From an optimization exercise on the open Yosys and OpenROAD flow, aimed at small area, a short achievable clock period and few clock cycles per item; shortcuts taken in it are not production practice. Only simulation tests tie the RTL to the original design; equivalence was not proved. No activity file was given, so power comes from the tool's default toggle rates.

// ptcb_pixel_engine
module ptcb_pixel_engine (
    input  wire        clk,
    input  wire        rst,
    input  wire        in_valid,
    output wire        in_ready,
    input  wire [15:0] in_cmd,
    input  wire [63:0] in_data,
    output wire        out_valid,
    input  wire        out_ready,
    output wire [31:0] out_result,
    output wire [1:0]  out_err
);
For scale: ~200 flip-flops, ~120 I/O pins.
Settings: LEC_CHECK=0, CAP_MARGIN=20, CORE_MARGIN=2, CORE_UTILIZATION=60, SLEW_MARGIN=20; clock period 26.0 ns.
standard.sh (not shown) runs the stock make flow with config.mk's settings and CLKGATE_MAP_FILE= SYNTH_SCRIPT=/design/flow/synth_recipe.tcl, a recipe that flattens the netlist after the stock synthesis.
==> flow/flow/run.sh <==
#!/bin/bash
# Standard layout, with the port buffers made of buf_2 cells, the setup
# repair steps asked for extra slack margin, and no dummy clock loads.
set -euo pipefail
bash standard.sh "BUFFER_PORTS_ARGS=-buffer_cell sky130_fd_sc_hd__buf_2" SETUP_SLACK_MARGIN=19.68 \
  "CTS_ARGS=-sink_clustering_enable -repair_clock_nets -dont_use_dummy_load -sink_clustering_size 24 -sink_clustering_max_diameter 100" \
  finish > standard_flow.log 2>&1
Testbench counts at the start, summed over its fixed seeds: cycles 32,024, items 32,000.
Rerun with:
==> flow/flow/run.sh (replaced) <==
#!/bin/bash
# Standard layout, with the port buffers made of buf_2 cells, the setup
# repair steps asked for extra slack margin, and no dummy clock loads.
set -euo pipefail
bash standard.sh "BUFFER_PORTS_ARGS=-buffer_cell sky130_fd_sc_hd__buf_2" SETUP_SLACK_MARGIN=19.75 \
  "CTS_ARGS=-sink_clustering_enable -repair_clock_nets -dont_use_dummy_load -sink_clustering_size 24 -sink_clustering_max_diameter 100" \
  finish > standard_flow.log 2>&1
Settings changed: CORE_UTILIZATION 60 to 40.
Outcome: Power rose by 8.4%. Clock-buffer cell count went up by 2. Via count rose by 0.74%. Sequential share of layout area goes down by 0.82 points. Critical path depth is unchanged. Cell count is higher by 11%.
Rerun with:
==> flow/flow/run.sh (replaced) <==
#!/bin/bash
# Standard layout, with the port buffers made of buf_2 cells, the setup
# repair steps asked for extra slack margin, and no dummy clock loads.
set -euo pipefail
bash standard.sh "BUFFER_PORTS_ARGS=-buffer_cell sky130_fd_sc_hd__buf_2" SETUP_SLACK_MARGIN=19.30 \
  "CTS_ARGS=-sink_clustering_enable -repair_clock_nets -dont_use_dummy_load -sink_clustering_size 24 -sink_clustering_max_diameter 100" \
  finish > standard_flow.log 2>&1
Settings changed: CORE_UTILIZATION 40 to 60.
Outcome: The changed run ran to the end with no violations; routed wire length drops by a few percent; synthesized area stays the same; total power falls by a little under a tenth.
Rerun with:
==> flow/flow/run.sh (replaced) <==
#!/bin/bash
# Standard layout, with the port buffers made of buf_2 cells, the setup
# repair steps asked for extra slack margin, and no dummy clock loads.
set -euo pipefail
bash standard.sh "BUFFER_PORTS_ARGS=-buffer_cell sky130_fd_sc_hd__buf_2" SETUP_SLACK_MARGIN=19.75 \
  "CTS_ARGS=-sink_clustering_enable -repair_clock_nets -dont_use_dummy_load -sink_clustering_size 24 -sink_clustering_max_diameter 100" \
  finish > standard_flow.log 2>&1
Settings changed: CORE_UTILIZATION 60 to 70.
Outcome:
- area after synthesis stays the same
- die area shrinks by about a fifth
- non-clock buffer count grows by 87
- worst setup slack improved by 0.16 ns
- final cell count shrinks slightly
- final area grows by a few percent
Rerun with:
==> flow/flow/run.sh (replaced) <==
#!/bin/bash
# Standard layout, with the port buffers made of buf_2 cells and the setup
# repair steps asked for extra slack margin.
set -euo pipefail
bash standard.sh "BUFFER_PORTS_ARGS=-buffer_cell sky130_fd_sc_hd__buf_2" SETUP_SLACK_MARGIN=19.75 finish > standard_flow.log 2>&1
Settings changed: CORE_UTILIZATION 70 to 40, CTS_CLUSTER_DIAMETER from default to 100, CTS_CLUSTER_SIZE from default to 24.
=> Non-clock buffer count came out higher by 14. Worst setup slack is worse by 0.022 ns. Routed wire length came out higher by about 4.5%. Clock power came out higher by 43%. Via count came out lower by 1.5%.


Starting RTL as in the previous note.
// ptcb_pixel_engine
module ptcb_pixel_engine (
    input  wire        clk,
    input  wire        rst,
    input  wire        in_valid,
    output wire        in_ready,
    input  wire [15:0] in_cmd,
    input  wire [63:0] in_data,
    output wire        out_valid,
    input  wire        out_ready,
    output wire [31:0] out_result,
    output wire [1:0]  out_err
);
    reg        v1;
    reg [15:0] c1;
    reg [63:0] d1;
    reg        sa_s, sa_lm, sa_d;           
    reg        sv_s, sv_lm, sv_dm, sv_d;    
    wire [3:0] i_op     = in_cmd[3:0];
    wire       i_scalar = (i_op == 4'd3) || (i_op == 4'd4);
    wire       i_blend  = (i_op == 4'd7);
    wire       i_mdm    = (in_cmd[8:7] == 2'd0) && (in_cmd[12:11] == 2'd2);
    wire       i_md     = (in_cmd[8:7] == 2'd1) && (in_cmd[12:11] == 2'd1);
    wire [3:0] op    = c1[3:0];
    wire [2:0] strat = c1[6:4];
    wire [1:0] chan  = c1[8:7];
    wire [1:0] mkind = c1[10:9];
    wire       gsel  = c1[13];
    reg legal;
    always @(*) begin
        case (op)
            4'd0, 4'd1, 4'd2, 4'd3, 4'd4: legal = (c1[15:4] == 12'd0);
            4'd5: legal = (c1[15:9] == 7'd0) && (c1[6:4] == 3'd0);
            4'd6: legal = (c1[15:14] == 2'd0) && (c1[6:4] == 3'd0) &&
                          (mkind != 2'd3) && (c1[12:11] != 2'd3);
            4'd7: legal = (c1[15:7] == 9'd0) && (strat != 3'd7);
            4'd8: legal = (c1[15] == 1'b0) && (c1[13:4] == 10'd0);
            default: legal = 1'b0;
        endcase
    end
  ...
Settings: LEC_CHECK=0, CAP_MARGIN=20, CORE_MARGIN=2, CORE_UTILIZATION=60, SLEW_MARGIN=20; clock period 26.0 ns.
==> flow/flow/run.sh <==
#!/bin/bash
# Standard layout, with the port buffers made of buf_2 cells, the setup
# repair steps asked for extra slack margin, and no dummy clock loads.
set -euo pipefail
bash standard.sh "BUFFER_PORTS_ARGS=-buffer_cell sky130_fd_sc_hd__buf_2" SETUP_SLACK_MARGIN=19.45 \
  "CTS_ARGS=-sink_clustering_enable -repair_clock_nets -dont_use_dummy_load -sink_clustering_size 24 -sink_clustering_max_diameter 100" \
  finish > standard_flow.log 2>&1
Testbench counts at the start, summed over its fixed seeds: cycles 32,024, items 32,000.
Then changed:
--- a/flow/flow/run.sh
+++ b/flow/flow/run.sh
@@ -4,3 +4,3 @@
 set -euo pipefail
-bash standard.sh "BUFFER_PORTS_ARGS=-buffer_cell sky130_fd_sc_hd__buf_2" SETUP_SLACK_MARGIN=19.45 \
+bash standard.sh "BUFFER_PORTS_ARGS=-buffer_cell sky130_fd_sc_hd__buf_2" SETUP_SLACK_MARGIN=19.75 \
   "CTS_ARGS=-sink_clustering_enable -repair_clock_nets -dont_use_dummy_load -sink_clustering_size 24 -sink_clustering_max_diameter 100" \
Result: Synthesized area does not change. Global-route usage stays flat. Synthesized cell count is unchanged. Total power grows by a few percent. Sequential share of layout area falls by 0.81 points. Wire length rose slightly. Count of clock-buffer cells in the layout does not change. Worst hold slack improves by 0.0052 ns.
Then changed:
--- a/flow/flow/run.sh
+++ b/flow/flow/run.sh
@@ -4,3 +4,3 @@
 set -euo pipefail
-bash standard.sh "BUFFER_PORTS_ARGS=-buffer_cell sky130_fd_sc_hd__buf_2" SETUP_SLACK_MARGIN=19.75 \
+bash standard.sh "BUFFER_PORTS_ARGS=-buffer_cell sky130_fd_sc_hd__buf_2" SETUP_SLACK_MARGIN=19.60 \
   "CTS_ARGS=-sink_clustering_enable -repair_clock_nets -dont_use_dummy_load -sink_clustering_size 24 -sink_clustering_max_diameter 100" \
Effect: The new run completed with no timing, DRC or antenna violations; clock-buffer cell count stays the same; first-iteration DRC count rises by 5.9%; sequential power barely changes; utilization falls by 1.5 points; die area is unchanged; clock skew falls by 0.0063 ns; worst setup slack degrades by 0.020 ns; via count falls by 1.1%; routed wire length falls by 0.62%; register-to-register slack degrades by 0.05 ns.
Then changed:
==> flow/flow/run.sh (replaced) <==
#!/bin/bash
# Standard layout, with the port buffers made of buf_2 cells and the setup
# repair steps asked for extra slack margin.
set -euo pipefail
bash standard.sh "BUFFER_PORTS_ARGS=-buffer_cell sky130_fd_sc_hd__buf_2" SETUP_SLACK_MARGIN=19.75 finish > standard_flow.log 2>&1
CTS_CLUSTER_DIAMETER = 100   (was not set)
CTS_CLUSTER_SIZE = 24   (was not set)
The changed run went through all stages and came out clean.
Total power grows by 5.8%.
Clock power grows by 17%.
Setup slack gets better by 0.011 ns.
Utilization grows by 1.8 points.
Sequential share of layout area shrinks by 0.61 points.
Via count grows by 1.2%.


Another version of the RTL of ptcb_pixel_engine (not shown whole).
Size in the first run: ~2000 cells after synthesis, about 270 flip-flops, about 25000 µm² of cells after synthesis.
==> flow/config.mk <==
export PLATFORM = sky130hd
export DESIGN_NAME = ptcb_pixel_engine
export DESIGN_NICKNAME = ptcb_pixel_engine
export VERILOG_FILES = /design/flow/design.v
export SDC_FILE = /design/flow/constraint.sdc
export NUM_CORES = 4
export LEC_CHECK = 0
export CAP_MARGIN = 20
export CORE_MARGIN = 2
export CORE_UTILIZATION = 40
export SLEW_MARGIN = 20
==> flow/constraint.sdc <==
create_clock -name core_clock -period 26.0 [get_ports {clk}]
set_input_delay 5.2000 -clock core_clock [delete_from_list [all_inputs] [get_ports {clk}]]
set_output_delay 5.2000 -clock core_clock [all_outputs]
set_load 0.01 [all_outputs]
run.sh (not shown) runs the stock make flow with config.mk's settings and CLKGATE_MAP_FILE= SYNTH_SCRIPT=/design/flow/synth_recipe.tcl, a recipe that flattens the netlist after the stock synthesis.
Stock flow here: none of the scripts above is used.
The first run completed without violations.
Testbench counts at the start, summed over its fixed seeds: cycles 32,032, items 32,000.
Edit:
==> flow/flow/run.sh (new file) <==
#!/bin/bash
# Standard layout, with the setup repair steps asked for extra slack margin
# so that they size and buffer the critical paths.
set -euo pipefail
bash standard.sh SETUP_SLACK_MARGIN=20.5 finish > standard_flow.log 2>&1
==> flow/standard.sh (new file) <==
#!/bin/bash
# synth_recipe.tcl (not shown) runs the flow's synth.tcl, then flattens the netlist and writes it again
# the make line also repeats each setting of config.mk as NAME=value (left out here)
make -C /OpenROAD-flow-scripts/flow DESIGN_CONFIG=/design/flow/config.mk WORK_HOME=/design/flow/orfs CLKGATE_MAP_FILE= SYNTH_SCRIPT=/design/flow/synth_recipe.tcl "${@:-finish}"
removed: flow/run.sh
Result:
- The changed run completed with no timing, DRC or antenna violations
- global-route usage stays flat
- core utilization is higher by 1.7 points
- combinational power is higher by about 20%
- area after synthesis stays the same
- setup slack gains 550 ps
- cell area is higher by 3.7%
Edit:
==> flow/flow/run.sh (replaced) <==
#!/bin/bash
# Standard layout, with the port buffers made of buf_2 cells.
set -euo pipefail
bash standard.sh "BUFFER_PORTS_ARGS=-buffer_cell sky130_fd_sc_hd__buf_2" finish > standard_flow.log 2>&1
Outcome: Synthesized area stays the same; combinational power shrinks by about 18%; global-route usage is about the same; routed wire length shrinks by about 2.6%; sequential cell count stays the same; die area does not change; clock-buffer cell count shrinks by 2; cell count shrinks by about 2.6%.
Edit:
==> flow/flow/run.sh (replaced) <==
#!/bin/bash
# Standard layout, with the port buffers made of buf_2 cells and the setup
# repair steps asked for extra slack margin.
set -euo pipefail
bash standard.sh "BUFFER_PORTS_ARGS=-buffer_cell sky130_fd_sc_hd__buf_2" SETUP_SLACK_MARGIN=19.8 finish > standard_flow.log 2>&1
=> The changed run finished clean; fmax grows by 5.8%; total power stays flat; clock skew shrinks by 25 ps; worst hold slack gets better by 3.1 ps; synthesized area does not change; core utilization grows by 0.52 points; non-clock buffer count went up by 40; design area went up by 1.2%; register-to-register slack gains 640 ps; global-route usage drops by 0.20 points.


== run 1 ==
ptcb_pixel_engine, a different RTL version from the one above (not shown whole).
For scale: about 2100 cells after synthesis, roughly 270 flip-flops, ~120 I/O pins, roughly 25000 sq um of cells after synthesis.
==> flow/config.mk <==
export PLATFORM = sky130hd
export DESIGN_NAME = ptcb_pixel_engine
export DESIGN_NICKNAME = ptcb_pixel_engine
export VERILOG_FILES = /design/flow/design.v
export SDC_FILE = /design/flow/constraint.sdc
export NUM_CORES = 4
export LEC_CHECK = 0
export CAP_MARGIN = 20
export CORE_MARGIN = 2
export CORE_UTILIZATION = 40
export CTS_BUF_LIST = sky130_fd_sc_hd__clkbuf_8
export SLEW_MARGIN = 20
==> flow/constraint.sdc <==
create_clock -name core_clock -period 26.0 [get_ports {clk}]
set_input_delay 5.2000 -clock core_clock [delete_from_list [all_inputs] [get_ports {clk}]]
set_output_delay 5.2000 -clock core_clock [all_outputs]
set_load 0.01 [all_outputs]
standard.sh (not shown) runs the stock make flow with config.mk's settings and CLKGATE_MAP_FILE= SYNTH_SCRIPT=/design/flow/synth_recipe.tcl, a recipe that flattens the netlist after the stock synthesis.
==> flow/flow/run.sh <==
#!/bin/bash
# Standard layout, with the port buffers made of buf_2 cells and the setup
# repair steps asked for extra slack margin.
set -euo pipefail
bash standard.sh "BUFFER_PORTS_ARGS=-buffer_cell sky130_fd_sc_hd__buf_2" SETUP_SLACK_MARGIN=19.9 finish > standard_flow.log 2>&1
Testbench counts of run 1, summed over its fixed seeds: cycles 32,032, items 32,000.
Input-level comparison between run 2 and run 1:
--- a/flow/config.mk
+++ b/flow/config.mk
@@ -9,4 +9,5 @@
 export CORE_MARGIN = 2
 export CORE_UTILIZATION = 40
-export CTS_BUF_LIST = sky130_fd_sc_hd__clkbuf_8
+export CTS_CLUSTER_DIAMETER = 100
+export CTS_CLUSTER_SIZE = 24
 export SLEW_MARGIN = 20
--- outcome ---
- As far as post-detailed-route count of antenna-violating nets goes, run 1 and run 2 are indistinguishable; the numbers are identical.
- Average vias per placed instance in run 2 is 0.039 above run 1.
- The clock latency at the later pin of the worst-skew pair number comes out lower for run 2 vs run 1.
- Run 2 against run 1: clock power share lower, overall routed net length shows a reduction of 520 microns, sequential share of cell area has increased, final count of negative-setup-slack endpoints now sits at about the same level.
- Relative to run 1, the final cell area reported for run 2 is lower.
- Relative to run 1, via count has decreased by 244 in run 2.
- In run 2 the combinational share of power turned out 2.3 points higher than in run 1.
- In terms of largest stage delay on the critical path, run 1 and run 2 differ only marginally.
[inputs] run 3 vs run 2
==> flow/flow/run.sh <==
#!/bin/bash
# Standard layout, with the port buffers made of buf_2 cells and the setup
# repair steps asked for extra slack margin.
set -euo pipefail
bash standard.sh "BUFFER_PORTS_ARGS=-buffer_cell sky130_fd_sc_hd__buf_2" SETUP_SLACK_MARGIN=19.8 finish > standard_flow.log 2>&1
--- a/flow/config.mk
+++ b/flow/config.mk
@@ -9,5 +9,3 @@
 export CORE_MARGIN = 2
 export CORE_UTILIZATION = 40
-export CTS_CLUSTER_DIAMETER = 100
-export CTS_CLUSTER_SIZE = 24
 export SLEW_MARGIN = 20
==> comparison <==
- Run 3 finished all stages; the layout is clean.
- Compared with run 2, run 3 shows global-route wire length before repair higher by 0.42%.
- Est. power | run 3 vs run 2 | run 3 higher
- Per the comparison of run 3 with run 2, final wirelength saw a decrease; length of routed wiring on met1 saw an increase; total routing resource utilization after global routing saw little to no change.
- For fmax, run 3 and run 2 come out practically identical.
- Run 3 ends up with higher clock group power than run 2 does.
- For the worst hold slack, run 3 came in 0.0086 ns lower than run 2 did.
- Between run 3 and run 2, the proportion of power drawn by the clock network is higher for run 3.
The following lists how run 4 was set up differently from run 3:
==> flow/flow/run.sh <==
#!/bin/bash
# Standard layout, with the port buffers made of buf_2 cells and the setup
# repair steps asked for extra slack margin.
set -euo pipefail
bash standard.sh "BUFFER_PORTS_ARGS=-buffer_cell sky130_fd_sc_hd__buf_2" SETUP_SLACK_MARGIN=19.75 finish > standard_flow.log 2>&1
--- a/flow/config.mk
+++ b/flow/config.mk
@@ -9,3 +9,5 @@
 export CORE_MARGIN = 2
 export CORE_UTILIZATION = 40
+export CTS_CLUSTER_DIAMETER = 100
+export CTS_CLUSTER_SIZE = 24
 export SLEW_MARGIN = 20
--- outcome ---
- Compared with run 3, in run 4 global-route wire length before repair lost 1.2 mm, net count of the finished layout lost 25, total power draw lost 0.00020 W, met2 wirelength from detailed routing lost 1.7%.

[re-timing with driven ports]
Ports are ideal in the flow. The routed layouts listed here were re-timed in OpenROAD. Step 1: set_driving_cell puts a clkbuf_16 on clk and a buf_2 on each other input, an assumption about the parent block. Step 2 moves the port delays by t, midway between the first and last clock arrival at a register: inputs arrive t later, outputs are due t later. That takes back most of the time a late clock gives input paths. Slacks: ideal ports / drivers / drivers and shift; pairs: ideal ports / drivers.
run | t, ns | slack for setup (ns) | hold WS [ns] | worst slew at a driven data input, ns | cell pins on the clock port's net
the first run of note 1 | 0.540 | 19.709 / 19.653 / 19.432 | 0.456 / 0.456 / 0.456 | 0.05 | 1
the second run of note 1 | 0.568 | 19.759 / 19.702 / 19.677 | 0.453 / 0.453 / 0.453 | 0.04 | 1
the third run of note 1 | 0.538 | 19.607 / 19.607 / 19.453 | 0.454 / 0.454 / 0.454 | 0.06 | 1
the fourth run of note 1 | 0.524 | 19.768 / 19.716 / 19.678 | 0.460 / 0.460 / 0.460 | 0.04 | 1
the fifth run of note 1 | 0.577 | 19.745 / 19.688 / 19.661 | 0.458 / 0.458 / 0.458 | 0.04 | 1
the first run of note 2 | 0.541 | 19.672 / 19.652 / 19.438 | 0.456 / 0.456 / 0.456 | 0.05 | 1
the second run of note 2 | 0.536 | 19.726 / 19.666 / 19.688 | 0.461 / 0.461 / 0.461 | 0.06 | 1
the third run of note 2 | 0.538 | 19.706 / 19.651 / 19.432 | 0.459 / 0.459 / 0.459 | 0.05 | 1
the fourth run of note 2 | 0.558 | 19.718 / 19.662 / 19.685 | 0.461 / 0.461 / 0.461 | 0.06 | 1
the first run of note 3 | 0.599 | 19.199 / 19.199 / 19.012 | 0.451 / 0.451 / 0.451 | 0.05 | 1
the second run of note 3 | 0.591 | 19.753 / 19.693 / 19.633 | 0.452 / 0.452 / 0.452 | 0.06 | 1
the third run of note 3 | 0.607 | 19.298 / 19.298 / 19.298 | 0.449 / 0.449 / 0.449 | 0.05 | 1
the fourth run of note 3 | 0.650 | 19.667 / 19.611 / 19.444 | 0.452 / 0.452 / 0.452 | 0.07 | 1
run 1 | 0.684 | 19.654 / 19.603 / 19.635 | 0.465 / 0.465 / 0.465 | 0.05 | 1
run 2 | 0.593 | 19.732 / 19.676 / 19.648 | 0.477 / 0.477 / 0.477 | 0.05 | 1
run 3 | 0.589 | 19.741 / 19.681 / 19.659 | 0.469 / 0.469 / 0.469 | 0.05 | 1
run 4 | 0.581 | 19.737 / 19.679 / 19.677 | 0.474 / 0.474 / 0.474 | 0.06 | 1
After both steps every run listed still meets setup and hold. For the first run of note 1, which loses most, drivers alone change the setup slack by -0.056 ns; drivers and shift together by -0.277 ns.
